This design comes from an exercise in tuning for small area, a short achievable clock period and few clock cycles on the open sky130 flow, not from production work.
Only simulation tests tie the RTL to the original design; equivalence was not proved.

===== flow/design.v =====
module fp_unpack (
    input  wire [31:0]        x,
    output wire               s,
    output reg  signed [11:0] e,
    output reg  [23:0]        m,
    output wire               is_zero,
    output wire               is_inf,
    output wire               is_nan
);
    wire [7:0]  expf = x[30:23];
    wire [22:0] frac = x[22:0];
    assign s       = x[31];
    assign is_zero = (expf == 8'd0)   && (frac == 23'd0);
    assign is_inf  = (expf == 8'd255) && (frac == 23'd0);
    assign is_nan  = (expf == 8'd255) && (frac != 23'd0);
    reg [4:0] lz;
    integer i;
    always @* begin
        lz = 5'd0;
        for (i = 0; i <= 22; i = i + 1)
            if (frac[i]) lz = 5'd23 - i[4:0];
    end
    always @* begin
        if (expf == 8'd0) begin
            m = {1'b0, frac} << lz;
            e = -12'sd126 - $signed({7'd0, lz});
        end else begin
            m = {1'b1, frac};
            e = $signed({4'd0, expf}) - 12'sd127;
        end
    end
endmodule
module fp_round (
    input  wire               s,
    input  wire signed [11:0] e,
    input  wire [26:0]        m,
    input  wire               st,
    output reg  [31:0]        r
);
    wire signed [11:0] be = e + 12'sd127;
    wire signed [11:0] sh = 12'sd1 - be;    
    reg [26:0] ms;
    reg        lost;
    reg [7:0]  ef;
    reg        inc;
    reg [30:0] sum;
    always @* begin
        ms   = m;
        lost = 1'b0;
        ef   = be[7:0];
        if (be <= 0) begin
            ef = 8'd0;
            if (sh > 12'sd27) begin
                ms   = 27'd0;
                lost = 1'b1;
            end else begin
                ms   = m >> sh[4:0];
                lost = |(m & ~({27{1'b1}} << sh[4:0]));
            end
        end
        inc = ms[2] & (ms[3] | ms[1] | ms[0] | lost | st);
        sum = {ef, ms[25:3]} + {30'd0, inc};
        if (be >= 12'sd255)
            r = {s, 8'hFF, 23'd0};
        else
            r = {s, sum};
    end
endmodule
module fp_add (
    input  wire        clk,
    input  wire [31:0] a,
    input  wire [31:0] b,
    input  wire        sub,
    output reg  [31:0] r
);
    localparam [31:0] QNAN = 32'h7FC00000;
    wire        as = a[31];
    wire        bs = b[31] ^ sub;
    wire [7:0]  aef = a[30:23], bef = b[30:23];
    wire        an = (aef == 8'hFF) && (a[22:0] != 23'd0);
    wire        bn = (bef == 8'hFF) && (b[22:0] != 23'd0);
    wire        ai = (aef == 8'hFF) && (a[22:0] == 23'd0);
    wire        bi = (bef == 8'hFF) && (b[22:0] == 23'd0);
    wire        az = (a[30:0] == 31'd0);
    wire        bz = (b[30:0] == 31'd0);
    wire        swap = (b[30:0] > a[30:0]);
    wire [7:0]  ae = (aef == 8'd0) ? 8'd1 : aef;
    wire [7:0]  be = (bef == 8'd0) ? 8'd1 : bef;
    wire [23:0] am = {aef != 8'd0, a[22:0]};
    wire [23:0] bm = {bef != 8'd0, b[22:0]};
    wire [7:0]  dab = ae - be;
    wire [7:0]  dba = be - ae;
    wire        xs = swap ? bs : as;
    wire        ys = swap ? as : bs;
    wire [7:0]  xe = swap ? be : ae;
    wire [23:0] xm = swap ? bm : am;
    wire [23:0] ym = swap ? am : bm;
    wire [7:0]  d  = swap ? dba : dab;
    reg  [26:0] ysh;
    reg         ylost;
    always @* begin
        if (d > 8'd26) begin
            ysh   = 27'd0;
            ylost = (ym != 24'd0);
        end else begin
            ysh   = {ym, 3'b000} >> d[4:0];
            ylost = |({ym, 3'b000} & ~({27{1'b1}} << d[4:0]));
        end
        ysh[0] = ysh[0] | ylost;
    end
    wire [1:0] spc = (an || bn || (ai && bi && (as != bs))) ? 2'd1 :
                     (ai || bi) ? 2'd2 : 2'd0;
    wire       isg = ai ? as : bs;
    reg  [1:0]  s1_spc;
    reg         s1_is, s1_zs, s1_xs, s1_sub;
    reg  [7:0]  s1_xe;
    reg  [23:0] s1_xm;
    reg  [26:0] s1_ysh;
    always @(posedge clk) begin
        s1_spc <= spc;
        s1_is  <= isg;
        s1_zs  <= az & bz & as & bs;     
        s1_xs  <= xs;
        s1_sub <= xs ^ ys;
        s1_xe  <= xe;
        s1_xm  <= xm;
        s1_ysh <= ysh;
    end
    wire [27:0] sum = s1_sub ? ({1'b0, s1_xm, 3'b000} - {1'b0, s1_ysh})
                             : ({1'b0, s1_xm, 3'b000} + {1'b0, s1_ysh});
    reg  [4:0]  lz;
    integer     i;
    always @* begin
        lz = 5'd27;
        for (i = 0; i <= 26; i = i + 1)
            if (sum[i]) lz = 5'd26 - i[4:0];
    end
    wire [7:0]  lim = s1_xe - 8'd1;
    wire [4:0]  shl = ({3'b000, lz} > lim) ? lim[4:0] : lz;
    reg  [1:0]  s2_spc;
    reg         s2_is, s2_zs, s2_xs, s2_zero;
    reg  [7:0]  s2_xe;
    reg  [4:0]  s2_shl;
    reg  [27:0] s2_sum;
    always @(posedge clk) begin
        s2_spc  <= s1_spc;
        s2_is   <= s1_is;
        s2_zs   <= s1_zs;
        s2_xs   <= s1_xs;
        s2_xe   <= s1_xe;
        s2_shl  <= shl;
        s2_zero <= (sum == 28'd0);
        s2_sum  <= sum;
    end
    reg  [26:0] nm;
    reg  [8:0]  ne;
    always @* begin
        if (s2_sum[27]) begin
            nm = {s2_sum[27:2], s2_sum[1] | s2_sum[0]};
            ne = {1'b0, s2_xe} + 9'd1;
        end else begin
            nm = s2_sum[26:0] << s2_shl;
            ne = {1'b0, s2_xe} - {4'd0, s2_shl};
        end
    end
    wire        inc = nm[2] & (nm[3] | nm[1] | nm[0]);
    wire [7:0]  ef  = nm[26] ? ne[7:0] : 8'd0;
    wire [30:0] pk  = {ef, nm[25:3]} + {30'd0, inc};
    wire        ovf = nm[26] && (ne >= 9'd255);
    always @(posedge clk) begin
        if (s2_spc == 2'd1)      r <= QNAN;
        else if (s2_spc == 2'd2) r <= {s2_is, 8'hFF, 23'd0};
        else if (s2_zero)        r <= {s2_zs, 31'd0};
        else if (ovf)            r <= {s2_xs, 8'hFF, 23'd0};
        else                     r <= {s2_xs, pk};
    end
endmodule
module fp_k4 (
    input  wire        clk,
    input  wire        rst,
    input  wire        start,
    input  wire [31:0] ta,
    output reg  [31:0] k4,
    output wire        done
);
    localparam [31:0] K_KELVIN = 32'h43889333;
    reg  [31:0] ta_k;
    reg  [3:0]  cnt;           
    wire [31:0] tk;
    fp_add u_tk (.clk(clk), .a(ta_k), .b(K_KELVIN), .sub(1'b0), .r(tk));
    reg  [31:0] k2;
    reg  [47:0] S, C, V;
    wire        ph2 = (cnt >= 4'd9);
    wire [31:0] x   = ph2 ? k2 : tk;
    wire [23:0] M   = {1'b1, x[22:0]};
    wire [3:0]  cnx   = (start && cnt == 4'd0) ? 4'd1 :
                        (cnt == 4'd0 || cnt == 4'd13) ? 4'd0 : cnt + 4'd1;
    reg         first, iter;
    reg  [2:0]  bsel;
    always @(posedge clk) begin
        first <= (cnx == 4'd4) || (cnx == 4'd9);
        iter  <= (cnx >= 4'd4 && cnx <= 4'd6) || (cnx >= 4'd9 && cnx <= 4'd11);
        bsel  <= {(cnx == 4'd4) || (cnx == 4'd9), (cnx == 4'd5) || (cnx == 4'd10),
                  (cnx == 4'd6) || (cnx == 4'd11)};
    end
    wire [7:0]  byt = ({8{bsel[2]}} & M[23:16]) | ({8{bsel[1]}} & M[15:8]) |
                      ({8{bsel[0]}} & M[7:0]);
    reg  [47:0] rw [0:9];
    reg  [47:0] t0, t1, t2, t3, t4, t5, u0, u1, u2, u3, v0, v1, w0, w1;
    reg  [47:0] Sn, Cn;
    integer     j;
    always @* begin
        for (j = 0; j < 8; j = j + 1)
            rw[j] = byt[j] ? ({24'd0, M} << j) : 48'd0;
        rw[8] = first ? 48'd0 : {S[39:0], 8'd0};
        rw[9] = first ? 48'd0 : {C[39:0], 8'd0};
        t0 = rw[0] ^ rw[1] ^ rw[2];  t1 = ((rw[0] & rw[1]) | (rw[0] & rw[2]) | (rw[1] & rw[2])) << 1;
        t2 = rw[3] ^ rw[4] ^ rw[5];  t3 = ((rw[3] & rw[4]) | (rw[3] & rw[5]) | (rw[4] & rw[5])) << 1;
        t4 = rw[6] ^ rw[7] ^ rw[8];  t5 = ((rw[6] & rw[7]) | (rw[6] & rw[8]) | (rw[7] & rw[8])) << 1;
        u0 = t0 ^ t1 ^ t2;  u1 = ((t0 & t1) | (t0 & t2) | (t1 & t2)) << 1;
        u2 = t3 ^ t4 ^ t5;  u3 = ((t3 & t4) | (t3 & t5) | (t4 & t5)) << 1;
        v0 = u0 ^ u1 ^ u2;  v1 = ((u0 & u1) | (u0 & u2) | (u1 & u2)) << 1;
        w0 = v0 ^ v1 ^ u3;  w1 = ((v0 & v1) | (v0 & u3) | (v1 & u3)) << 1;
        Sn = w0 ^ w1 ^ rw[9];  Cn = ((w0 & w1) | (w0 & rw[9]) | (w1 & rw[9])) << 1;
    end
    wire        xn = (x[30:23] == 8'hFF) && (x[22:0] != 23'd0);
    wire        xi = (x[30:0] == 31'h7F800000);
    wire        xz = (x[30:23] == 8'd0);
    wire [23:0] pm = V[47] ? V[47:24] : V[46:23];
    wire        pg = V[47] ? V[23] : V[22];
    wire        ps = V[47] ? (V[22:0] != 23'd0) : (V[21:0] != 22'd0);
    wire signed [10:0] pe = $signed({2'b00, x[30:23], 1'b0}) - 11'sd127 + $signed({10'd0, V[47]});
    wire        pinc = pg & (ps | pm[0]);
    wire [30:0] ppk  = {pe[7:0], pm[22:0]} + {30'd0, pinc};
    reg  [31:0] sq;
    always @* begin
        if (xn)                  sq = 32'h7FC00000;
        else if (xi)             sq = 32'h7F800000;
        else if (xz)             sq = 32'h00000000;
        else if (pe >= 11'sd255) sq = 32'h7F800000;
        else if (pe <= 11'sd0)   sq = 32'h00000000;
        else                     sq = {1'b0, ppk};
    end
    always @* k4 = sq;
    assign done = (cnt == 4'd13);
    always @(posedge clk) begin
        if (rst) begin
            cnt <= 4'd0;
        end else if (start && cnt == 4'd0) begin
            ta_k <= ta;
            cnt  <= 4'd1;
        end else if (cnt != 4'd0) begin
            cnt <= (cnt == 4'd13) ? 4'd0 : cnt + 4'd1;
            if (iter) begin
                S <= Sn;
                C <= Cn;
            end
            if (cnt == 4'd7 || cnt == 4'd12) V <= S + C;
            if (cnt == 4'd8) k2 <= sq;
        end
    end
endmodule
module fp_mul100 (
    input  wire        clk,
    input  wire [31:0] w,
    output reg  [31:0] v
);
    wire [23:0] m  = {1'b1, w[22:0]};
    wire [28:0] p  = {1'b0, m, 4'd0} + {2'b00, m, 3'd0} + {5'd0, m};
    wire        wn = (w[30:23] == 8'hFF) && (w[22:0] != 23'd0);
    wire        wi = (w[30:0] == 31'h7F800000);
    wire        wz = (w[30:23] == 8'd0);
    reg  [28:0] s1_p;
    reg  [7:0]  s1_f;
    reg         s1_s;
    reg  [1:0]  s1_c;    
    always @(posedge clk) begin
        s1_p <= p;
        s1_f <= w[30:23];
        s1_s <= w[31];
        s1_c <= wn ? 2'd1 : wi ? 2'd2 : wz ? 2'd3 : 2'd0;
    end
    wire [23:0] nm  = s1_p[28] ? s1_p[28:5] : s1_p[27:4];
    wire        g   = s1_p[28] ? s1_p[4] : s1_p[3];
    wire        st  = s1_p[28] ? (s1_p[3:0] != 4'd0) : (s1_p[2:0] != 3'd0);
    wire [9:0]  ef  = {2'b00, s1_f} + (s1_p[28] ? 10'd7 : 10'd6);
    wire        inc = g & (st | nm[0]);
    wire [30:0] pk  = {ef[7:0], nm[22:0]} + {30'd0, inc};
    always @(posedge clk) begin
        case (s1_c)
            2'd1:    v <= 32'h7FC00000;
            2'd2:    v <= {s1_s, 8'hFF, 23'd0};
            2'd3:    v <= {s1_s, 31'd0};
            default: v <= (ef >= 10'd255) ? {s1_s, 8'hFF, 23'd0} : {s1_s, pk};
        endcase
    end
endmodule
module fp_div (
    input  wire        clk,
    input  wire [31:0] a,
    input  wire [31:0] b,
    output reg  [31:0] r
);
    localparam [31:0] QNAN = 32'h7FC00000;
    localparam [1:0]  C_NUM = 2'd0, C_NAN = 2'd1, C_INF = 2'd2, C_ZERO = 2'd3;
    function [28:0] psub(input [27:0] a, input [27:0] b);
        reg [27:0] g, p, G, P;
        integer    l, i;
        begin
            g = a & ~b;
            p = a ^ ~b;
            G = g;
            P = p;
            G[0] = g[0] | p[0];           
            for (l = 0; l < 5; l = l + 1)
                for (i = 27; i >= 0; i = i - 1)
                    if (((i >> l) & 1) == 1) begin
                        G[i] = G[i] | (P[i] & G[((i >> l) << l) - 1]);
                        P[i] = P[i] & P[((i >> l) << l) - 1];
                    end
            psub[0] = ~p[0];
            for (i = 1; i < 28; i = i + 1) psub[i] = p[i] ^ G[i-1];
            psub[28] = G[27];
        end
    endfunction
    function [24:0] dstep(input [23:0] rem, input [23:0] d);
        reg [28:0] t;
        begin
            t = psub({3'b000, rem, 1'b0}, {4'b0000, d});
            dstep = t[28] ? {1'b1, t[23:0]} : {1'b0, rem[22:0], 1'b0};
        end
    endfunction
    wire               as, bs;
    wire signed [11:0] ae, be;
    wire [23:0]        am, bm;
    wire               az, ai, an, bz, bi, bn;
    fp_unpack ua (.x(a), .s(as), .e(ae), .m(am), .is_zero(az), .is_inf(ai), .is_nan(an));
    fp_unpack ub (.x(b), .s(bs), .e(be), .m(bm), .is_zero(bz), .is_inf(bi), .is_nan(bn));
    wire [24:0] t0   = {1'b0, am} - {1'b0, bm};
    wire        ge   = ~t0[24];
    wire [24:0] t0b  = {am, 1'b0} - {1'b0, bm};
    wire [23:0] rem0 = ge ? t0[23:0] : t0b[23:0];
    reg  [23:0]        dr_rem [0:12];
    reg  [22:0]        dr_d   [0:12];
    reg  [23:0]        dr_q   [0:12];
    reg  signed [9:0]  dr_e   [0:12];
    reg                dr_s   [0:12];
    reg  [1:0]         dr_c   [0:12];
    always @(posedge clk) begin
        dr_rem[0] <= rem0;
        dr_d[0]   <= bm[22:0];
        dr_q[0]   <= 24'd0;
        dr_e[0]   <= ge ? ae[9:0] - be[9:0] : ae[9:0] - be[9:0] - 10'sd1;
        dr_s[0]   <= as ^ bs;
        dr_c[0]   <= (an || bn || (az && bz) || (ai && bi)) ? C_NAN :
                     (ai || bz) ? C_INF : (az || bi) ? C_ZERO : C_NUM;
    end
    genvar k;
    generate
        for (k = 1; k <= 12; k = k + 1) begin : g_d
            wire [23:0] dd = {1'b1, dr_d[k-1]};
            wire [24:0] sa = dstep(dr_rem[k-1], dd);
            wire [24:0] sb = dstep(sa[23:0], dd);
            always @(posedge clk) begin
                dr_rem[k] <= sb[23:0];
                dr_d[k]   <= (k == 12) ? 23'd0 : dr_d[k-1];
                dr_q[k]   <= {dr_q[k-1][21:0], sa[24], sb[24]};
                dr_e[k]   <= dr_e[k-1];
                dr_s[k]   <= dr_s[k-1];
                dr_c[k]   <= dr_c[k-1];
            end
        end
    endgenerate
    wire d12_st = (dr_rem[12] != 24'd0);
    wire [31:0] rr;
    fp_round rnd (.s(dr_s[12]), .e({{2{dr_e[12][9]}}, dr_e[12]}), .m({1'b1, dr_q[12], 2'b00}),
                  .st(d12_st), .r(rr));
    always @(posedge clk) begin
        case (dr_c[12])
            C_NAN:   r <= QNAN;
            C_INF:   r <= {dr_s[12], 8'hFF, 23'd0};
            C_ZERO:  r <= {dr_s[12], 31'd0};
            default: r <= rr;
        endcase
    end
endmodule
module fp_sqrt #(parameter NORM = 1) (
    input  wire        clk,
    input  wire [31:0] a,
    output reg  [31:0] r
);
    localparam [31:0] QNAN = 32'h7FC00000;
    localparam [1:0]  C_NUM = 2'd0, C_NAN = 2'd1, C_ZERO = 2'd2, C_INF = 2'd3;
    wire               us;
    wire signed [11:0] ue;
    wire [23:0]        um;
    wire               uz, ui, un;
    generate
        if (NORM) begin : g_norm
            fp_unpack ua (.x(a), .s(us), .e(ue), .m(um), .is_zero(uz), .is_inf(ui), .is_nan(un));
        end else begin : g_raw
            assign us = a[31];
            assign ue = $signed({4'd0, a[30:23]}) - 12'sd127;
            assign um = {1'b1, a[22:0]};
            assign uz = (a[30:0] == 31'd0);
            assign ui = (a[30:0] == 31'h7F800000);
            assign un = (a[30:23] == 8'hFF) && (a[22:0] != 23'd0);
        end
    endgenerate
    wire [1:0] uc = (un || (us && !uz)) ? C_NAN : uz ? C_ZERO : ui ? C_INF : C_NUM;
    wire               x_s = us;
    wire signed [11:0] x_e = ue;
    wire [22:0]        x_m = um[22:0];
    wire [1:0]         x_c = uc;
    wire [25:0] x_R  = x_e[0] ? {1'b1, x_m, 2'b00} : {2'b01, x_m, 1'b0};
    wire [7:0]  x_ef = x_e[8:1] + 8'd127;    
    reg [26:0] sr_rem  [0:9];
    reg [24:0] sr_root [0:9];
    reg [25:0] sr_R    [0:9];
    reg [7:0]  sr_ef   [0:9];
    reg        sr_s    [0:9];
    reg [1:0]  sr_c    [0:9];
    function [28:0] psub(input [27:0] a, input [27:0] b);
        reg [27:0] g, p, G, P;
        integer    l, i;
        begin
            g = a & ~b;
            p = a ^ ~b;
            G = g;
            P = p;
            G[0] = g[0] | p[0];           
            for (l = 0; l < 5; l = l + 1)
                for (i = 27; i >= 0; i = i - 1)
                    if (((i >> l) & 1) == 1) begin
                        G[i] = G[i] | (P[i] & G[((i >> l) << l) - 1]);
                        P[i] = P[i] & P[((i >> l) << l) - 1];
                    end
            psub[0] = ~p[0];
            for (i = 1; i < 28; i = i + 1) psub[i] = p[i] ^ G[i-1];
            psub[28] = G[27];
        end
    endfunction
    function [52:0] sstep(input [26:0] rem, input [24:0] root, input [1:0] pr, input integer j);
        reg [27:0] rs, tr, df;
        reg [27:0] mk;
        reg        g;
        begin
            mk = (28'd1 << (j + 2)) - 28'd1;
            rs = ({rem, pr}) & mk;
            tr = ({root, 2'b01}) & mk;
            {g, df} = psub(rs, tr);
            rs = g ? df : rs;
            mk = (28'd1 << (j + 1)) - 28'd1;
            rs = rs & mk;
            sstep = {g, rs[26:0], root[23:0], g};
        end
    endfunction
    function [1:0] pairof(input [25:0] R, input integer j);
        begin
            if (j <= 13) pairof = R[27 - 2*j -: 2];
            else         pairof = 2'b00;
        end
    endfunction
    wire [52:0] z2 = sstep({25'd0, x_R[25:24] - 2'd1}, 25'd1, x_R[23:22], 2);
    wire [52:0] z3 = sstep(z2[51:25], z2[24:0], x_R[21:20], 3);
    always @(posedge clk) begin
        sr_rem[0]  <= z3[51:25];
        sr_root[0] <= z3[24:0];
        sr_R[0]    <= x_R & 26'h00FFFFF;
        sr_ef[0]   <= x_ef;
        sr_s[0]    <= x_s;
        sr_c[0]    <= x_c;
    end
    genvar n;
    generate
        for (n = 1; n <= 9; n = n + 1) begin : g_s
            localparam integer F  = (n <= 3) ? 3*n + 1 : 13 + 2*(n-4);
            localparam integer NS = (n <= 3) ? 3 : 2;
            localparam integer LS = F + NS - 1;            
            reg [26:0] rm;
            reg [24:0] rt;
            reg [52:0] z;
            integer    jj;
            always @* begin
                rm = sr_rem[n-1];
                rt = sr_root[n-1];
                for (jj = 0; jj < NS; jj = jj + 1) begin
                    z  = sstep(rm, rt, pairof(sr_R[n-1], F + jj), F + jj);
                    rm = z[51:25];
                    rt = z[24:0];
                end
            end
            always @(posedge clk) begin
                sr_rem[n]  <= rm;
                sr_root[n] <= rt;
                sr_R[n]    <= (LS >= 13) ? 26'd0 : (sr_R[n-1] & ((26'd1 << (26 - 2*LS)) - 26'd1));
                sr_ef[n]   <= sr_ef[n-1];
                sr_s[n]    <= sr_s[n-1];
                sr_c[n]    <= sr_c[n-1];
            end
        end
    endgenerate
    wire [26:0] rs25 = {sr_rem[9][24:0], 2'b00};
    wire [26:0] tr25 = {sr_root[9][23:0], 2'b01};
    wire [24:0] Q    = {sr_root[9][23:0], rs25 >= tr25};
    wire [30:0] pk   = {sr_ef[9], Q[23:1]} + {30'd0, Q[0]};
    always @(posedge clk) begin
        case (sr_c[9])
            C_NAN:   r <= QNAN;
            C_ZERO:  r <= {sr_s[9], 31'd0};
            C_INF:   r <= 32'h7F800000;
            default: r <= {1'b0, pk};
        endcase
    end
endmodule
module fp_enc (
    input  wire [31:0] v,
    output reg  [15:0] k,
    output reg         clamped
);
    wire               s   = v[31];
    wire [7:0]         ef  = v[30:23];
    wire               nan = (ef == 8'hFF) && (v[22:0] != 23'd0);
    wire               inf = (ef == 8'hFF) && (v[22:0] == 23'd0);
    wire signed [9:0]  e   = $signed({2'b00, ef}) - 10'sd127;
    wire [23:0]        m   = {1'b1, v[22:0]};
    wire [9:0]  shr  = 10'sd22 - e;
    wire [23:0] half = m >> shr[4:0];           
    wire [17:0] h1   = {1'b0, half[16:0]} + 18'd1;
    wire [16:0] mag  = h1[17:1];
    always @* begin
        if (nan) begin
            k = 16'd0;     clamped = 1'b1;
        end else if (inf) begin
            k = s ? 16'd0 : 16'hFFFF;  clamped = 1'b1;
        end else if (ef == 8'd0 || e < -10'sd1) begin
            k = 16'd0;     clamped = 1'b0;
        end else if (e > 10'sd15) begin
            k = s ? 16'd0 : 16'hFFFF;  clamped = 1'b1;
        end else if (s) begin
            k = 16'd0;     clamped = (mag != 17'd0);
        end else if (mag[16]) begin
            k = 16'hFFFF;  clamped = 1'b1;
        end else begin
            k = mag[15:0]; clamped = 1'b0;
        end
    end
endmodule
module pix_tobj (
    input  wire        clk,
    input  wire        rst,
    input  wire        in_valid,
    output wire        in_ready,
    input  wire [31:0] ta,
    input  wire [31:0] vir,
    input  wire [31:0] alpha,
    output reg         out_valid,
    output wire [31:0] out_to,
    output reg  [15:0] out_enc,
    output reg         out_clamped
);
    localparam [31:0] K_KELVIN = 32'h43889333;    
    localparam integer L_DIV = 14, L_ADD = 3, L_SQ1 = 11, L_SQ2 = 11, L_M100 = 2;
    localparam integer L_TOT = L_DIV + L_ADD + L_SQ1 + L_SQ2 + L_ADD + L_ADD + L_M100 + 1;
    localparam integer L_TO  = L_ADD + L_M100 + 1;    
    localparam [4:0]   SW_MIN = 5'd16;                 
    reg         rdy;
    reg         in_v, in_new;
    reg  [31:0] ta_r, vir_r, al_r;
    reg  [31:0] lt_ta;
    reg         lt_valid;
    reg         cur;
    reg  [4:0]  since_sw;
    reg  [31:0] slot0, slot1;
    reg         ktgt;
    assign in_ready = rdy;
    wire accept    = in_valid && rdy;
    wire newta     = !lt_valid || (ta != lt_ta);
    wire can_start = (since_sw >= SW_MIN);
    wire kstart    = in_v && in_new && can_start;
    wire adv       = in_v && (!in_new || can_start);
    wire [31:0] k4_val;
    wire        k4_done;
    fp_k4 u_k4 (.clk(clk), .rst(rst), .start(kstart), .ta(ta_r), .k4(k4_val), .done(k4_done));
    always @(posedge clk) begin
        if (rst) begin
            rdy      <= 1'b1;
            in_v     <= 1'b0;
            lt_valid <= 1'b0;
            since_sw <= 5'd31;
            cur      <= 1'b0;
            ktgt     <= 1'b0;
        end else begin
            if (kstart) begin
                cur      <= ~cur;
                ktgt     <= ~cur;
                since_sw <= 5'd0;
            end else if (since_sw != 5'd31)
                since_sw <= since_sw + 5'd1;
            if (accept) begin
                in_v     <= 1'b1;
                in_new   <= newta;
                lt_ta    <= ta;
                lt_valid <= 1'b1;
                rdy      <= !newta;
            end else begin
                if (adv) in_v <= 1'b0;
                rdy <= !(in_v && in_new && !can_start);
            end
        end
    end
    always @(posedge clk)
        if (rdy) begin
            ta_r  <= ta;
            vir_r <= vir;
            al_r  <= alpha;
        end
    always @(posedge clk)
        if (k4_done) begin
            if (ktgt) slot1 <= k4_val;
            else      slot0 <= k4_val;
        end
    reg [L_TOT-1:0] vch;
    reg [L_DIV-1:0] tch;
    always @(posedge clk) begin
        if (rst) vch <= {L_TOT{1'b0}};
        else     vch <= {vch[L_TOT-2:0], adv};
        tch <= {tch[L_DIV-2:0], kstart ? ~cur : cur};
    end
    wire [31:0] y, r, s1, s2, to, w, v;
    fp_div  u_div (.clk(clk), .a(vir_r), .b(al_r), .r(y));
    wire [31:0] k4 = tch[L_DIV-1] ? slot1 : slot0;
    fp_add  u_r   (.clk(clk), .a(y), .b(k4), .sub(1'b0), .r(r));
    fp_sqrt #(.NORM(1)) u_s1 (.clk(clk), .a(r),  .r(s1));
    fp_sqrt #(.NORM(0)) u_s2 (.clk(clk), .a(s1), .r(s2));
    fp_add  u_to  (.clk(clk), .a(s2), .b(K_KELVIN), .sub(1'b1), .r(to));
    fp_add  u_w   (.clk(clk), .a(to), .b(K_KELVIN), .sub(1'b0), .r(w));
    fp_mul100 u_v (.clk(clk), .w(w), .v(v));
    wire [15:0] enc_k;
    wire        enc_c;
    fp_enc u_enc (.v(v), .k(enc_k), .clamped(enc_c));
    reg [31:0] toch [0:L_TO-1];
    integer i;
    always @(posedge clk) begin
        toch[0] <= to;
        for (i = 1; i < L_TO; i = i + 1) toch[i] <= toch[i-1];
        out_enc     <= enc_k;
        out_clamped <= enc_c;
    end
    assign out_to = toch[L_TO-1];
    always @* out_valid = vch[L_TOT-1];
endmodule

===== flow/config.mk =====
export PLATFORM = sky130hd
export DESIGN_NAME = pix_tobj
export DESIGN_NICKNAME = pix_tobj
export VERILOG_FILES = /design/flow/design.v
export SDC_FILE = /design/flow/constraint.sdc
export NUM_CORES = 4
export LEC_CHECK = 0
export ABC_AREA = 1
export CAP_MARGIN = 20
export CORE_MARGIN = 2
export CORE_UTILIZATION = 55
export PLACE_DENSITY = 0.7
export SLEW_MARGIN = 20

===== flow/run.sh =====
#!/bin/bash
# synth_recipe.tcl (not shown) runs the flow's synth.tcl, then flattens the netlist and writes it again
# the make line also repeats each setting of config.mk as NAME=value (left out here)
make -C /OpenROAD-flow-scripts/flow DESIGN_CONFIG=/design/flow/config.mk WORK_HOME=/design/flow/orfs CLKGATE_MAP_FILE= SYNTH_SCRIPT=/design/flow/synth_recipe.tcl finish

===== flow/constraint.sdc =====
create_clock -name core_clock -period 20.0 [get_ports {clk}]
set_input_delay 4.0000 -clock core_clock [delete_from_list [all_inputs] [get_ports {clk}]]
set_output_delay 4.0000 -clock core_clock [all_outputs]
set_load 0.01 [all_outputs]

==> impl_metrics.yaml, run 1 <==
placement:
  place.detailed.hpwl_mm: 334
  place_ws_ps: 12190
  gp_congestion: 0.945
  io_buffers: 149
detailed_routing:
  vias: 148000
  antenna_left: 0
  drt_first_pass_iters: 7
  drtIter0Drc: 9938
  drc: 0
  wl_mm: 428
  wl_per_cell_um: 15.2
  met1_length_mm: 192
  wl_met3_mm: 19.0
  vias_per_cell: 5.24
  dr.max_layer_used: "met5"
  wl_met2_mm: 203
critical_path:
  end_kind: "flip-flop"
  slowest_stage: "inv_1"
  cp-startpoint: "u_div.dr_d[5][2]"
  cpMostUsedCell: "nand2_1"
  startpoint_type: "flip-flop"
  cp_slowest_stage_delay_ps: 800
  rr_endpoint: "u_div.dr_rem[6][6]"
  regToRegSetupSlack_ps: 12120
  reg2reg_depth: 47
  worstPathRequired_ps: 20830
  critPathArrivalTime_ps: 8710
  r2r_start: "u_div.dr_d[5][2]"
  crit_type: "flip-flop to flip-flop"
  crit_fanout: 35
global_route:
  grt_pass1_wl_mm: 706
  antenna_found_initial: 6
  grt_usage_pct: 24.8
  grt_overflow_total: 0
  first_global_vias: 142000
  grt_max_degree: 94
sta:
  max_freq_ghz: 0.127
  tns_ps: 0
  fin_ws_ps: 12120
  fin_crit_sh_pct: 39.4
  slew_viol_final: 0
  final-setup-viol-count: 0
  max_slew_margin_pct: 25.1
  finalHoldViolations: 0
  worst-slew-pin-transition_ps: 1120
  skew_ps: 48.3
  period_needed_ps: 7880
  hold_ws_ps: 309
  rsz0062_at_grt: "no"
yosys:
  netlist_area_mm2: 0.185
  synth_edf_count: 392
  synth-async-reset-ratio_pct: 0
  yosysSeqAreaShare_pct: 36.7
  synth_ff_type: "dfxtp_1"
  synthCells: 23500
  syn_area_per_cell_um2: 7.85
  ys_seq_elements: 3189
  yosysTopAreaCellShare_pct: 30.3
  ys_top_cells_by_count: "nand2_1, inv_1, dfxtp_1"
  synth_cell_types: 101
  synth.most_common_cell: "nand2_1"
  synthTopCellsByArea: "dfxtp_1, ha_1, nand2_1"
  yosysWarnings: 36
  yosys.area.top_type: "dfxtp_1"
clocking:
  clk-insertion-delay-late_ps: 940
  tritoncts: "yes"
  cts_hold_buffers: 0
  cts_setup_buffers: 0
  numCtsBuffers: 338
  clockBufferDepth: 4
  cts_num_sinks: 3189
  clk_pin_slew_worst_paths_ps: 60
  htree_levels: 5
  cts_resized: 0
  root_buffer: "clkbuf_16"
cells_and_area:
  final_nets: 25600
  multi_input_area_mm2: 0.100
  area_growth_pct: 8.96
  seq_area_mm2: 0.0678
  fillers: 29800
  drive_gt1_share_pct: 5.49
die:
  core_mm2: 0.334
  boundaryPins: 150
  num_rows: 212
  die_y_um: 583
  dieArea_mm2: 0.340
  start_util_pct: 55.3
  fp.dieW_um: 583
hold_path:
  min_path_cells: 0
  min_from: "u_div.dr_q[5][4]"
  hp-class: "flip-flop to flip-flop"
  min_to: "u_div.dr_q[6][6]"
flow_run:
  maxCapViolCount: 0
outcome:
  status: "complete, no violations"
-- cell type report --
type	instances	area share, %
antenna	1	0.00124
clock buffer	435	4.69
clock inverter	185	1.20
inverter	3690	6.90
multi-input combinational	16000	49.7
sequential	3189	33.7
tap	4387	2.73
timing repair buffer	245	1.10
-- state kept, by name (all words and copies together), names as in the netlist, 42 cells and up --
register      count
u_k4.S           48
u_div.dr_d      276
u_s1.sr_root    134
vch              48
u_s2.sr_rem     148
u_k4.C           42
u_div.dr_rem    312
toch            192
u_s1.sr_rem     148
u_s2.sr_root    134
u_k4.V           48
u_div.dr_q      156
u_s1.sr_ef       80
u_div.dr_e      130
u_s2.sr_ef       80
-- cells in the final DEF, fill, tap and decap left out, drive strengths merged, types with 152 or more instances in the layout --
cell,n
fa,413
nor4,157
nand4,152
edfxtp,392
dfxtp,2797
o21ai,2183
nor2,1437
xnor2,463
nor3,243
clkbuf,435
nand2,5233
ha,1636
xor2,679
a21oi,1266
inv,3678
nand3,929
-- kinds of logic after synthesis --
family | after synthesis | synth area share, %
AND/OR/NAND/NOR | 8347 | 19.0
buffers and inverters | 4320 | 9.20
multiplexers | 102 | 0.566
XOR/XNOR | 1142 | 5.46
other | 1 | 0.00203
flip-flops | 3189 | 36.7
AO/OA/AOI/OAI | 4369 | 13.5
adder cells (fa/ha/maj) | 2049 | 15.6
-- worst max-delay path by stage --
stage                           to  slack (ps)  cells after the start
3_3_place_gp   u_div.dr_rem[3][21]       12370                     50
5_1_grt        u_div.dr_rem[3][19]       11060                     50
6_report        u_div.dr_rem[6][6]       12120                     47
4_1_cts        u_div.dr_rem[3][19]       12150                     50
2_1_floorplan           u_k4.C[10]       11290                      4
3_5_place_dp   u_div.dr_rem[6][10]       12190                     47
-- critical path, delay by kind of cell, from the launching register on --
family,cells,cell delay (ps)
simple gates,25,2520
fa+ha+maj,2,620
compound gates,17,3280
flops,1,370
buf+inv,3,1000
-- metal layers --
metal | global-route usage (%) | vias up
met5 | 0 | -
met4 | 7.87 | 4
met3 | 2.48 | 848
met2 | 43.4 | 3215
met1 | 31.9 | 67500
li1 | - | 76000
-- stage by stage --
| stage | util, % | instance area [µm²] | instances |
|---|---|---|---|
| floorplan | - | 185000 | 23500 |
| global placement | 56.7 | 189000 | 27500 |
| detailed placement | 56.7 | 189000 | 27500 |
| CTS | 60.3 | 201000 | 28100 |
| global route | 60.3 | 201000 | 28100 |
| finish | 60.3 | 201000 | 28100 |
Testbench counts, summed over its fixed seeds: cycles 2,464.
==> run 2: changes to the inputs <==
--- a/flow/design.v
+++ b/flow/design.v
@@ -197,3 +197,3 @@
                         (cnt == 4'd0 || cnt == 4'd13) ? 4'd0 : cnt + 4'd1;
-    reg         first, iter;
+    reg         first;
     reg  [2:0]  bsel;
@@ -201,3 +201,2 @@
         first <= (cnx == 4'd4) || (cnx == 4'd9);
-        iter  <= (cnx >= 4'd4 && cnx <= 4'd6) || (cnx >= 4'd9 && cnx <= 4'd11);
         bsel  <= {(cnx == 4'd4) || (cnx == 4'd9), (cnx == 4'd5) || (cnx == 4'd10),
@@ -246,2 +245,7 @@
     always @(posedge clk) begin
+        S <= Sn;
+        C <= Cn;
+        V <= S + C;
+    end
+    always @(posedge clk) begin
         if (rst) begin
@@ -253,7 +257,2 @@
             cnt <= (cnt == 4'd13) ? 4'd0 : cnt + 4'd1;
-            if (iter) begin
-                S <= Sn;
-                C <= Cn;
-            end
-            if (cnt == 4'd7 || cnt == 4'd12) V <= S + C;
             if (cnt == 4'd8) k2 <= sq;
@@ -568,3 +567,3 @@
     reg         in_v, in_new;
-    reg  [31:0] ta_r, vir_r, al_r;
+    reg  [31:0] vir_r, al_r;
     reg  [31:0] lt_ta;
@@ -579,3 +578,5 @@
     wire can_start = (since_sw >= SW_MIN);
-    wire kstart    = in_v && in_new && can_start;
+    wire kst_in    = accept && newta && can_start;       
+    wire kst_hold  = in_v && in_new && can_start;         
+    wire kstart    = kst_in || kst_hold;
     wire adv       = in_v && (!in_new || can_start);
@@ -583,3 +584,3 @@
     wire        k4_done;
-    fp_k4 u_k4 (.clk(clk), .rst(rst), .start(kstart), .ta(ta_r), .k4(k4_val), .done(k4_done));
+    fp_k4 u_k4 (.clk(clk), .rst(rst), .start(kstart), .ta(kst_in ? ta : lt_ta), .k4(k4_val), .done(k4_done));
     always @(posedge clk) begin
@@ -601,6 +602,6 @@
                 in_v     <= 1'b1;
-                in_new   <= newta;
+                in_new   <= newta && !can_start;
                 lt_ta    <= ta;
                 lt_valid <= 1'b1;
-                rdy      <= !newta;
+                rdy      <= !(newta && !can_start);
             end else begin
@@ -613,3 +614,2 @@
         if (rdy) begin
-            ta_r  <= ta;
             vir_r <= vir;
@@ -627,3 +627,3 @@
         else     vch <= {vch[L_TOT-2:0], adv};
-        tch <= {tch[L_DIV-2:0], kstart ? ~cur : cur};
+        tch <= {tch[L_DIV-2:0], kst_hold ? ~cur : cur};
     end
--- a/flow/config.mk
+++ b/flow/config.mk
@@ -8,3 +8,3 @@
 export ABC_AREA = 1
-export CAP_MARGIN = 20
+export CAP_MARGIN = 60
 export CORE_MARGIN = 2
@@ -12,2 +12,2 @@
 export PLACE_DENSITY = 0.7
-export SLEW_MARGIN = 20
+export SLEW_MARGIN = 80
==> run 2 against run 1 <==
Compared with the run above:
- first-iteration DRC count is 2.4% higher
- die area is 0.93% lower
- clock-buffer cell count is 6 higher
- routed wire length is 4.2% higher
- highest routed layer is now met4
- largest cell class unchanged
- flip-flop and latch count is 34 lower
==> impl_metrics.yaml, run 2 <==
outcome:
  status: "complete, no violations"
cells_and_area:
  reg.largest.list: "u_div.dr_rem (312), u_div.dr_d (276), toch (192)"
  drive_gt1_share_pct: 10.2
  largest_reg_flops: 312
  final_nets: 26100
  seq_area_mm2: 0.0655
  multi_input_area_mm2: 0.107
  fillers: 28900
  top_register: "u_div.dr_rem"
  final_core_util_pct: 63.2
  final_cell_mix: "nand2_1, inv_1, dfxtp_1"
  area_growth_pct: 14.2
  final_common_cell: "nand2_1"
sta:
  skew_ps: 65.4
  final-setup-viol-count: 0
  finalHoldViolations: 0
  rsz0062_at_grt: "no"
  tns_ps: 0
  max_freq_ghz: 0.138
  fin_crit_sh_pct: 36.2
  slew_viol_final: 0
  period_needed_ps: 7240
yosys:
  yosysSeqAreaShare_pct: 35.8
  synth_ff_type: "dfxtp_1"
  yosysWarnings: 36
  synth-async-reset-ratio_pct: 0
  synth.most_common_cell: "nand2_1"
  synth_edf_count: 222
  ys_seq_elements: 3155
  syn_area_per_cell_um2: 7.66
  ys_top_cells_by_count: "nand2_1, inv_1, dfxtp_1"
  yosysTopAreaCellShare_pct: 32.1
  synthTopCellsByArea: "dfxtp_1, ha_1, nand2_1"
  synth_cell_types: 99
  netlist_area_mm2: 0.183
  yosys.area.top_type: "dfxtp_1"
  synthCells: 23900
hold_path:
  hp-class: "flip-flop to flip-flop"
  min_path_cells: 0
clocking:
  root_buffer: "clkbuf_16"
  clk_pin_slew_worst_paths_ps: 60
  cts_hold_buffers: 0
  tritoncts: "yes"
  clk-insertion-delay-late_ps: 960
  cts_num_sinks: 3155
  clockBufferDepth: 4
  cts_resized: 0
  htree_levels: 5
  cts_setup_buffers: 0
  numCtsBuffers: 337
die:
  die_y_um: 581
  boundaryPins: 150
  core_mm2: 0.331
  fp.dieW_um: 581
  num_rows: 211
  start_util_pct: 55.3
  dieArea_mm2: 0.337
global_route:
  grt_overflow_total: 0
  antenna_found_initial: 2
  grt_usage_pct: 25.8
  grt_pass1_wl_mm: 732
  first_global_vias: 146000
  grt_max_degree: 52
critical_path:
  slowest_stage: "fa_1"
  crit_type: "flip-flop to flip-flop"
  cpMostUsedCell: "nand2_1"
  startpoint_type: "flip-flop"
  worstPathRequired_ps: 20800
  regToRegSetupSlack_ps: 12760
  cp_slowest_stage_delay_ps: 410
  critPathArrivalTime_ps: 8040
  worstSetupEndpoint: "u_s2.sr_rem[8][19]"
  rr_endpoint: "u_s2.sr_rem[8][19]"
  reg2reg_depth: 55
  cp-startpoint: "u_s2.sr_root[7][0]"
  crit_fanout: 36
  r2r_start: "u_s2.sr_root[7][0]"
  end_kind: "flip-flop"
placement:
  gp_congestion: 0.941
  place.detailed.hpwl_mm: 348
  io_buffers: 149
detailed_routing:
  vias_per_cell: 5.27
  drc: 0
  wl_mm: 446
  wl_per_cell_um: 15.6
  drtIter0Drc: 10200
  drt_first_pass_iters: 6
  antenna_left: 0
  vias: 151000
flow_run:
  maxCapViolCount: 0
-- run 2: cell types whose count changed after synthesis, sizes merged, moves of 31 or more --
cell and change:
nor2 +49, dfxtp +136, clkbuf +64, o21bai -34
a21oi -112, nand3 +58, or2 +54, inv +74
edfxtp -170, nand2 +263, nand4 +31
-- run 2: cell type report --
type | instances | share of cell area, %
multi-input combinational | 16300 | 51.4
sequential | 3155 | 31.3
inverter | 3756 | 6.90
clock buffer | 441 | 4.60
tap | 4366 | 2.62
timing repair buffer | 439 | 2.06
clock inverter | 174 | 1.05
antenna | 3 | 0.00359
-- run 2: stage by stage --
stage          instance area [µm²]  setup WS (ps)  hold WS, ps  instances
6_report                    209000          12760          304      28600
5_1_grt                     209000          11820          311      28600
4_1_cts                     206000          12500          304      28600
3_5_place_dp                195000          12460          312      28000
3_3_place_gp                188000          12330          309      27800
2_1_floorplan               183000          12140          310      23900
-- run 2: logic make-up (layout without fill, tap and decap cells) --
kind of cell	count (synthesis)	after routing	synth area share (%)
simple gates	8773	8773	20.0
buf+inv	4427	4810	9.45
compound gates	4296	4296	13.3
flops	3155	3155	35.8
fa+ha+maj	2049	2049	15.7
xor+xnor	1093	1093	5.27
mux	95	95	0.528
other cells	1	9	0.00205
-- run 2: worst min-delay path by stage --
stage | startpoint | endpoint | slack [ps]
floorplan | tch[9] | tch[10] | 310
global placement | u_div.dr_c[5][0] | u_div.dr_c[6][0] | 310
detailed placement | u_div.dr_q[11][8] | u_div.dr_q[12][10] | 310
CTS | u_s1.sr_R[2][1] | u_s1.sr_R[3][1] | 300
global route | u_s1.sr_R[2][1] | u_s1.sr_R[3][1] | 310
finish | u_s1.sr_R[2][1] | u_s1.sr_R[3][1] | 300
-- run 2: routing by layer --
| layer | track usage (%) | part of all wire, % |
|---|---|---|
| met1 | 33.7 | 45 |
| met4 | 7.74 | 2.9 |
| met2 | 45.0 | 48 |
| met3 | 2.58 | 4.5 |
| met5 | 0 | 0 |
-- run 2: worst max-delay path, delay by kind of cell (launching register included) --
family                   cells  cell delay [ps]
AND/OR/NAND/NOR             26             2580
AO/OA/AOI/OAI               16             2420
buffers and inverters       10              970
adder cells (fa/ha/maj)      3              830
flip-flops                   1              300
Testbench counts of run 2, summed over its fixed seeds: cycles 2,432.
==> run 3: changes to the inputs <==
--- a/flow/config.mk
+++ b/flow/config.mk
@@ -11,2 +11,3 @@
 export CORE_UTILIZATION = 55
+export CTS_BUF_LIST = sky130_fd_sc_hd__clkbuf_8
 export PLACE_DENSITY = 0.7
==> run 3 against run 2 <==
Compared with the run above:
- fmax rose by 0.21%
- area after synthesis did not move
- clock skew rose by 10 ps
- sequential share of layout area rose by 0.065 points
- setup slack improved by 15 ps
- hold slack got worse by 15 ps
- core utilization fell by 0.13 points
- via count rose by 0.59%
- synthesized cell count did not move
==> impl_metrics.yaml, run 3 <==
detailed_routing:
  vias_per_cell: 5.24
  antenna_left: 0
  wl_per_cell_um: 15.4
  drc: 0
  drt_first_pass_iters: 8
  vias: 152000
  wl_mm: 445
  drtIter0Drc: 9885
global_route:
  grt_max_degree: 52
  antenna_found_initial: 3
  first_global_vias: 147000
  grt_usage_pct: 25.8
  grt_pass1_wl_mm: 732
  grt_overflow_total: 0
cells_and_area:
  final_nets: 26300
  fillers: 29200
  postLayoutCellArea_mm2: 0.208
  top_register: "u_div.dr_rem"
  area_growth_pct: 14.0
  drive_gt1_share_pct: 10.9
  largest_reg_flops: 312
  reg.largest.list: "u_div.dr_rem (312), u_div.dr_d (276), toch (192)"
  final_common_cell: "nand2_1"
  final_cell_mix: "nand2_1, inv_1, dfxtp_1"
critical_path:
  worstSetupEndpoint: "u_s2.sr_rem[8][19]"
  regToRegSetupSlack_ps: 12770
  crit_fanout: 36
  slowest_stage: "fa_1"
  startpoint_type: "flip-flop"
  path_delay_family: "simple AND/OR/NAND/NOR gates"
  cp-startpoint: "u_s2.sr_rem[7][0]"
  cpMostUsedCell: "nand2_1"
  reg2reg_depth: 54
  crit_type: "flip-flop to flip-flop"
  rr_endpoint: "u_s2.sr_rem[8][19]"
  cp_num_buf_inv: 9
  r2r_start: "u_s2.sr_rem[7][0]"
  cp.depth: 54
  critPathArrivalTime_ps: 8240
  cp_slowest_stage_delay_ps: 410
  end_kind: "flip-flop"
  worstPathRequired_ps: 21020
die:
  boundaryPins: 150
  fp.dieW_um: 581
  num_rows: 211
  core_mm2: 0.331
  dieArea_mm2: 0.337
  die_y_um: 581
  start_util_pct: 55.3
yosys:
  yosysTopAreaCellShare_pct: 32.1
  ys_seq_elements: 3155
  synth_ff_type: "dfxtp_1"
  synthCells: 23900
  yosysSeqAreaShare_pct: 35.8
  yosys.area.top_type: "dfxtp_1"
  netlist_area_mm2: 0.183
  synth_cell_types: 99
  yosysWarnings: 36
  syn_area_per_cell_um2: 7.66
  synthTopCellsByArea: "dfxtp_1, ha_1, nand2_1"
  ys_top_cells_by_count: "nand2_1, inv_1, dfxtp_1"
  synth.most_common_cell: "nand2_1"
  synth-async-reset-ratio_pct: 0
  synth_edf_count: 222
sta:
  period_needed_ps: 7230
  rsz0062_at_grt: "no"
  finalHoldViolations: 0
  tns_ps: 0
  fin_crit_sh_pct: 36.1
  skew_ps: 75.8
  slew_viol_final: 0
  final-setup-viol-count: 0
  max_freq_ghz: 0.138
placement:
  place.detailed.hpwl_mm: 348
  gp_congestion: 0.941
  postPlaceCellArea_mm2: 0.195
  io_buffers: 149
clocking:
  cts_setup_buffers: 0
  clk_pin_slew_worst_paths_ps: 60
  cts_resized: 0
  clk-insertion-delay-late_ps: 1200
  cts_num_sinks: 3155
  tritoncts: "yes"
  cts_hold_buffers: 0
  numCtsBuffers: 530
  root_buffer: "clkbuf_8"
  clockBufferDepth: 4
  htree_levels: 6
flow_run:
  maxCapViolCount: 0
outcome:
  status: "complete, no violations"
hold_path:
  hp-class: "flip-flop to flip-flop"
  min_from: "u_div.dr_e[6][7]"
==> run 3: per-stage QoR <==
stage / hold slack, ps / cells / worst slack [ps] / util, %
final: 289 / 29000 / 12770 / 63.1
after global placement: 309 / 27800 / 12330 / 56.7
after detailed placement: 312 / 28000 / 12460 / 58.9
after floorplan: 310 / 23900 / 12140 / -
after global routing: 305 / 29000 / 11850 / 63.1
after CTS: 287 / 28900 / 12540 / 62.3
==> run 3: kinds of logic after synthesis <==
kind of cell	Yosys count	synth area share, %
fa+ha+maj	2049	15.7
other cells	1	0.00205
mux	95	0.528
compound gates	4296	13.3
simple gates	8773	20.0
flops	3155	35.8
xor+xnor	1093	5.27
buf+inv	4427	9.45
==> run 3: worst min-delay path by stage <==
stage / end / cells after the start / slack (ps)
after floorplan: tch[10] / 0 / 310
after global placement: u_div.dr_c[6][0] / 0 / 310
after detailed placement: u_div.dr_q[12][10] / 0 / 310
after CTS: u_div.dr_e[7][7] / 0 / 290
after global routing: u_div.dr_e[2][4] / 0 / 300
final: u_div.dr_e[7][7] / 0 / 290
==> run 3: cell type report <==
class	instances	area (µm²)	area share (%)
multi-input cells	16300	107000	51.5
flip-flops and latches	3155	65500	31.4
inverters	3756	14400	6.92
clock buffers	629	8660	4.15
well taps	4366	5460	2.62
repair buffers	439	4320	2.07
clock inverters	324	2720	1.31
diodes	2	5.00	0.00240
==> run 3: metal layers <==
metal  vias up  part of all wire, %  GRT usage, %
met5         -                0.012             0
met4         8                  3.0          8.30
met3       897                  4.7          3.01
met2      3478                   47          44.6
met1     69700                   45          33.5
li1      77700                    -             -
==> run 3: worst reg2reg max path, delay by kind of cell (launching register included) <==
family | cells | cell delay (ps)
fa+ha+maj | 3 | 840
flops | 1 | 370
buf+inv | 9 | 880
compound gates | 16 | 2390
simple gates | 26 | 2610
==> run 4: changes to the inputs <==
--- a/flow/design.v
+++ b/flow/design.v
@@ -304,27 +304,7 @@
     localparam [1:0]  C_NUM = 2'd0, C_NAN = 2'd1, C_INF = 2'd2, C_ZERO = 2'd3;
-    function [28:0] psub(input [27:0] a, input [27:0] b);
-        reg [27:0] g, p, G, P;
-        integer    l, i;
-        begin
-            g = a & ~b;
-            p = a ^ ~b;
-            G = g;
-            P = p;
-            G[0] = g[0] | p[0];           
-            for (l = 0; l < 5; l = l + 1)
-                for (i = 27; i >= 0; i = i - 1)
-                    if (((i >> l) & 1) == 1) begin
-                        G[i] = G[i] | (P[i] & G[((i >> l) << l) - 1]);
-                        P[i] = P[i] & P[((i >> l) << l) - 1];
-                    end
-            psub[0] = ~p[0];
-            for (i = 1; i < 28; i = i + 1) psub[i] = p[i] ^ G[i-1];
-            psub[28] = G[27];
-        end
-    endfunction
     function [24:0] dstep(input [23:0] rem, input [23:0] d);
-        reg [28:0] t;
+        reg [24:0] t;
         begin
-            t = psub({3'b000, rem, 1'b0}, {4'b0000, d});
-            dstep = t[28] ? {1'b1, t[23:0]} : {1'b0, rem[22:0], 1'b0};
+            t = {rem, 1'b0} - {1'b0, d};
+            dstep = t[24] ? {1'b0, rem[22:0], 1'b0} : {1'b1, t[23:0]};
         end
@@ -421,22 +401,2 @@
     reg [1:0]  sr_c    [0:9];
-    function [28:0] psub(input [27:0] a, input [27:0] b);
-        reg [27:0] g, p, G, P;
-        integer    l, i;
-        begin
-            g = a & ~b;
-            p = a ^ ~b;
-            G = g;
-            P = p;
-            G[0] = g[0] | p[0];           
-            for (l = 0; l < 5; l = l + 1)
-                for (i = 27; i >= 0; i = i - 1)
-                    if (((i >> l) & 1) == 1) begin
-                        G[i] = G[i] | (P[i] & G[((i >> l) << l) - 1]);
-                        P[i] = P[i] & P[((i >> l) << l) - 1];
-                    end
-            psub[0] = ~p[0];
-            for (i = 1; i < 28; i = i + 1) psub[i] = p[i] ^ G[i-1];
-            psub[28] = G[27];
-        end
-    endfunction
     function [52:0] sstep(input [26:0] rem, input [24:0] root, input [1:0] pr, input integer j);
@@ -449,3 +409,4 @@
             tr = ({root, 2'b01}) & mk;
-            {g, df} = psub(rs, tr);
+            df = rs - tr;
+            g  = (rs >= tr);
             rs = g ? df : rs;
--- a/flow/config.mk
+++ b/flow/config.mk
@@ -8,7 +8,6 @@
 export ABC_AREA = 1
-export CAP_MARGIN = 60
+export CAP_MARGIN = 20
 export CORE_MARGIN = 2
 export CORE_UTILIZATION = 55
-export CTS_BUF_LIST = sky130_fd_sc_hd__clkbuf_8
 export PLACE_DENSITY = 0.7
-export SLEW_MARGIN = 80
+export SLEW_MARGIN = 20
==> run 4 against run 3 <==
Compared with the run above:
- non-clock buffer count down 180
- die area up 1.2%
- routed wire length down 0.53%
==> impl_metrics.yaml, run 4 <==
detailed_routing:
  vias_per_cell: 5.30
  drt_first_pass_iters: 7
  drc: 0
  wl_mm: 443
  wl_per_cell_um: 15.2
  vias: 155000
  drtIter0Drc: 9425
  antenna_left: 0
cells_and_area:
  postLayoutCellArea_mm2: 0.202
  final_cell_mix: "nand2_1, inv_1, dfxtp_1"
  final_common_cell: "nand2_1"
  final_nets: 26500
  reg.largest.list: "u_div.dr_rem (312), u_div.dr_d (276), toch (192)"
  area_growth_pct: 9.10
  fillers: 30300
  drive_gt1_share_pct: 4.38
  top_register: "u_div.dr_rem"
  largest_reg_flops: 312
critical_path:
  reg2reg_depth: 42
  worstPathRequired_ps: 20830
  rr_endpoint: "u_s1.sr_rem[8][21]"
  critPathArrivalTime_ps: 8880
  crit_fanout: 35
  cpMostUsedCell: "a21oi_1"
  end_kind: "flip-flop"
  startpoint_type: "flip-flop"
  r2r_start: "u_s1.sr_root[7][1]"
  slowest_stage: "nand2_1"
  cp_slowest_stage_delay_ps: 610
  regToRegSetupSlack_ps: 11950
  crit_type: "flip-flop to flip-flop"
sta:
  period_needed_ps: 8050
  worst-slew-pin-transition_ps: 1140
  max_freq_ghz: 0.124
  slew_viol_final: 0
  skew_ps: 55.7
  final-setup-viol-count: 0
  rsz0062_at_grt: "no"
  tns_ps: 0
  max_slew_margin_pct: 23.3
  finalHoldViolations: 0
  fin_crit_sh_pct: 40.2
clocking:
  cts_setup_buffers: 0
  root_buffer: "clkbuf_16"
  tritoncts: "yes"
  clk_pin_slew_worst_paths_ps: 60
  cts_resized: 0
  clockBufferDepth: 4
  numCtsBuffers: 335
  clk-insertion-delay-late_ps: 980
  cts_num_sinks: 3155
  cts_hold_buffers: 0
  htree_levels: 5
hold_path:
  min_to: "u_div.dr_e[4][3]"
  min_from: "u_div.dr_e[3][3]"
  min_path_cells: 0
  hp-class: "flip-flop to flip-flop"
yosys:
  synth_cell_types: 104
  netlist_area_mm2: 0.185
  synthTopCellsByArea: "dfxtp_1, ha_1, nand2_1"
  ys_top_cells_by_count: "nand2_1, inv_1, dfxtp_1"
  synthCells: 24600
  ys_seq_elements: 3155
  synth-async-reset-ratio_pct: 0
  yosysTopAreaCellShare_pct: 31.7
  synth_edf_count: 222
  synth_ff_type: "dfxtp_1"
  yosys.area.top_type: "dfxtp_1"
  yosysWarnings: 36
  synth.most_common_cell: "nand2_1"
  syn_area_per_cell_um2: 7.54
  yosysSeqAreaShare_pct: 35.3
global_route:
  antenna_found_initial: 20
  grt_usage_pct: 25.5
  first_global_vias: 149000
  grt_pass1_wl_mm: 729
  grt_overflow_total: 0
  grt_max_degree: 127
die:
  num_rows: 212
  die_y_um: 584
  dieArea_mm2: 0.341
  start_util_pct: 55.4
  fp.dieW_um: 584
  core_mm2: 0.334
  boundaryPins: 150
placement:
  place.detailed.hpwl_mm: 348
  postPlaceCellArea_mm2: 0.190
  gp_congestion: 0.942
  io_buffers: 149
flow_run:
  maxCapViolCount: 0
outcome:
  status: "complete, no violations"
==> run 4: kinds of logic (layout without fill, tap and decap cells) <==
group                      count (synthesis)  after routing  synth area share [%]
AOI/OAI and AO/OA                       5393           5393                  16.1
buffers and inverters                   4198           4424                  8.75
and+or+nand+nor                         8452           8452                  19.0
xor gates and xnor gates                1354           1354                  6.43
other                                      1             12               0.00203
DFF                                     3155           3155                  35.3
muxes                                     93             93                 0.517
adders and majority gates               1905           1905                  13.9
==> run 4: cell type report <==
type,instances,area [µm²],share of cell area (%)
Tap cell,4387,5490,2.72
Timing Repair Buffer,259,2330,1.16
Multi-Input combinational cell,17200,104000,51.3
Clock inverter,169,2310,1.15
Sequential cell,3155,65400,32.4
Inverter,3555,13400,6.62
Antenna cell,6,15.0,0.00744
Clock buffer,441,9430,4.67
==> run 4: worst max-delay path by stage <==
stage,from,end,cells after the start
3_3_place_gp,u_div.dr_rem[10][0],u_div.dr_rem[11][22],46
3_5_place_dp,u_s1.sr_root[7][1],u_s1.sr_rem[8][21],42
4_1_cts,u_s1.sr_root[7][1],u_s1.sr_rem[8][21],42
2_1_floorplan,rst,u_k4.k2[0],2
6_report,u_s1.sr_root[7][1],u_s1.sr_rem[8][21],42
5_1_grt,u_div.dr_rem[10][0],u_div.dr_rem[11][7],45
==> run 4: routing by layer <==
metal  part of all wire [%]  wire (µm)  track usage [%]
met1                     43     193000             31.2
met5                  0.031        138                0
met4                    3.5      15300             8.36
met2                     48     215000             46.0
met3                    4.5      20100             3.10
==> run 4: stage by stage <==
step                      utilization [%]  hold WS [ps]  std cells  setup WS, ps
after floorplan                         -           310      24600         12270
after global placement               56.9           310      28600         12050
after detailed placement             56.9           312      28600         11980
after CTS                            60.4           298      29200         11960
after global routing                 60.4           299      29200         11080
final                                60.4           280      29200         11950
==> run 4: worst max-delay path: cells and delay by family, from the launching register on <==
| family | cells | cell delay (ps) |
|---|---|---|
| adders and majority gates | 2 | 590 |
| DFF | 1 | 380 |
| AOI/OAI and AO/OA | 24 | 4210 |
| and+or+nand+nor | 12 | 2230 |
| buffers and inverters | 4 | 480 |
Testbench counts of run 4, summed over its fixed seeds: cycles 2,432.
==> run 5: changes to the inputs <==
--- a/flow/config.mk
+++ b/flow/config.mk
@@ -8,3 +8,3 @@
 export ABC_AREA = 1
-export CAP_MARGIN = 20
+export CAP_MARGIN = 60
 export CORE_MARGIN = 2
@@ -12,2 +12,2 @@
 export PLACE_DENSITY = 0.7
-export SLEW_MARGIN = 20
+export SLEW_MARGIN = 80
==> run 5 against run 4 <==
Compared with the run above:
- still clean
- clock skew fell by 12 ps
- hold slack improved by 10 ps
- clock-buffer cell count increased by 9
- highest routed layer unchanged
==> impl_metrics.yaml, run 5 <==
critical_path:
  cp_slowest_stage_delay_ps: 360
  end_kind: "flip-flop"
  rr_endpoint: "u_s1.sr_rem[8][4]"
  r2r_start: "u_s1.sr_root[7][2]"
  crit_fanout: 35
  cp_num_buf_inv: 5
  slowest_stage: "ha_1"
  worstPathRequired_ps: 20810
  crit_type: "flip-flop to flip-flop"
  critPathArrivalTime_ps: 7890
  path_delay_family: "compound AO/OA/AOI/OAI gates"
  reg2reg_depth: 43
  regToRegSetupSlack_ps: 12920
  startpoint_type: "flip-flop"
  cpMostUsedCell: "a21oi_1"
global_route:
  grt_usage_pct: 25.8
  first_global_vias: 152000
  antenna_found_initial: 17
  grt_overflow_total: 0
  grt_pass1_wl_mm: 741
  grt_max_degree: 48
clocking:
  clk-insertion-delay-late_ps: 940
  cts_resized: 0
  cts_setup_buffers: 0
  tritoncts: "yes"
  htree_levels: 5
  root_buffer: "clkbuf_16"
  clk_pin_slew_worst_paths_ps: 60
  clockBufferDepth: 4
  cts_hold_buffers: 0
  numCtsBuffers: 338
  cts_num_sinks: 3155
die:
  start_util_pct: 55.4
  dieArea_mm2: 0.341
  num_rows: 212
  fp.dieW_um: 584
  core_mm2: 0.334
  die_y_um: 584
  boundaryPins: 150
hold_path:
  min_to: "u_div.dr_e[4][3]"
  min_from: "u_div.dr_e[3][3]"
  hp-class: "flip-flop to flip-flop"
  min_path_cells: 0
detailed_routing:
  antenna_left: 0
  wl_per_cell_um: 15.4
  vias_per_cell: 5.33
  drtIter0Drc: 9486
  wl_mm: 452
  drc: 0
  vias: 157000
  drt_first_pass_iters: 8
cells_and_area:
  fillers: 29100
  final_core_util_pct: 63.4
  largest_reg_flops: 312
  multi_input_area_mm2: 0.111
  final_common_cell: "nand2_1"
  area_growth_pct: 14.6
  drive_gt1_share_pct: 9.88
  final_cell_mix: "nand2_1, inv_1, dfxtp_1"
  seq_area_mm2: 0.0655
  top_register: "u_div.dr_rem"
  reg.largest.list: "u_div.dr_rem (312), u_div.dr_d (276), toch (192)"
  final_nets: 26700
yosys:
  synthTopCellsByArea: "dfxtp_1, ha_1, nand2_1"
  synthCells: 24600
  yosysSeqAreaShare_pct: 35.3
  synth-async-reset-ratio_pct: 0
  ys_seq_elements: 3155
  yosysTopAreaCellShare_pct: 31.7
  synth.most_common_cell: "nand2_1"
  yosys.area.top_type: "dfxtp_1"
  synth_edf_count: 222
  yosysWarnings: 36
  synth_cell_types: 104
  syn_area_per_cell_um2: 7.54
  ys_top_cells_by_count: "nand2_1, inv_1, dfxtp_1"
  synth_ff_type: "dfxtp_1"
  netlist_area_mm2: 0.185
sta:
  final-setup-viol-count: 0
  max_freq_ghz: 0.141
  period_needed_ps: 7080
  skew_ps: 44.0
  rsz0062_at_grt: "no"
  fin_crit_sh_pct: 35.4
  finalHoldViolations: 0
  tns_ps: 0
  slew_viol_final: 0
outcome:
  status: "complete, no violations"
flow_run:
  maxCapViolCount: 0
placement:
  place.detailed.hpwl_mm: 355
  gp_congestion: 0.942
  io_buffers: 149
run 5: cell counts after synthesis:
Identical to the previous run, type by type.
run 5: logic make-up after synthesis:
logic type / Yosys count / share of synthesized area [%]
other: 1 / 0.00203
muxes: 93 / 0.517
DFF: 3155 / 35.3
AOI/OAI and AO/OA: 5393 / 16.1
buffers and inverters: 4198 / 8.75
and+or+nand+nor: 8452 / 19.0
adders and majority gates: 1905 / 13.9
xor gates and xnor gates: 1354 / 6.43
run 5: area by class of cell:
| class | count | area share (%) |
|---|---|---|
| inverters | 3555 | 6.46 |
| diodes | 4 | 0.00472 |
| clock inverters | 178 | 1.04 |
| flip-flops and latches | 3155 | 30.9 |
| well taps | 4387 | 2.59 |
| repair buffers | 460 | 2.17 |
| multi-input cells | 17200 | 52.3 |
| clock buffers | 450 | 4.52 |
run 5: per-layer routing:
layer | part of all wire [%] | GRT usage (%) | up-vias
met5 | 0.038 | 0 | -
met4 | 3.7 | 9.43 | 24
met3 | 4.3 | 2.90 | 964
met2 | 49 | 46.7 | 3180
met1 | 43 | 31.4 | 71700
li1 | - | - | 80800
run 5: worst register-to-register path, delay by kind of cell, from the launching register on:
kind | cells | cell delay (ps)
flops | 1 | 320
compound gates | 24 | 4160
simple gates | 12 | 1280
buf+inv | 5 | 600
fa+ha+maj | 2 | 650
run 5: through the flow:
stage                     area (µm²)  std cells  setup WS [ps]  hold slack, ps
after floorplan               185000      24600          12270             310
after global placement        190000      28600          12050             310
after detailed placement      198000      28700          12810             312
after CTS                     209000      29300          12790             303
after global routing          212000      29400          12100             317
final                         212000      29400          12920             291
run 5: how the worst max path moves through the flow:
stage                         from  slack [ps]                   end  depth (start not counted)
2_1_floorplan                  rst       12270            u_k4.k2[0]                          2
3_3_place_gp   u_div.dr_rem[10][0]       12050  u_div.dr_rem[11][22]                         46
3_5_place_dp    u_s1.sr_root[7][2]       12810     u_s1.sr_rem[8][4]                         43
4_1_cts         u_s1.sr_root[7][2]       12790     u_s1.sr_rem[8][4]                         43
5_1_grt           u_div.dr_d[7][0]       12100    u_div.dr_rem[8][7]                         48
6_report        u_s1.sr_root[7][2]       12920     u_s1.sr_rem[8][4]                         43

-- static timing again, ports no longer ideal --
No port has a modelled driver above. Below, the same layouts with a new extraction and two added sets of constraints.
Step 1: set_driving_cell puts a clkbuf_16 on clk and a buf_2 on each other input, an assumption about the parent block.
Step 2, shift: input delay + t, output delay - t, t = (earliest + latest rising clock arrival at the registers) / 2. This alone moves slack from input paths to output paths.
a / b / c = ideal / step 1 / step 2; a / b = the first two.
run	t (ns)	setup slack, ns	worst register clock-pin slew, ns	pins driven straight from the clock port
run 1	1.018	12.125 / 12.125 / 12.125	0.07 / 0.07	1
run 2	1.030	12.759 / 12.759 / 12.334	0.07 / 0.07	1
run 3	1.263	12.774 / 12.774 / 12.313	0.07 / 0.07	1
run 4	1.048	11.951 / 11.951 / 11.951	0.07 / 0.07	1
run 5	1.023	12.923 / 12.923 / 12.732	0.07 / 0.07	1
After both steps setup and hold are still met in every run listed. For run 3, which loses most, drivers alone change the setup slack by 0.000 ns; drivers and shift together by -0.461 ns.
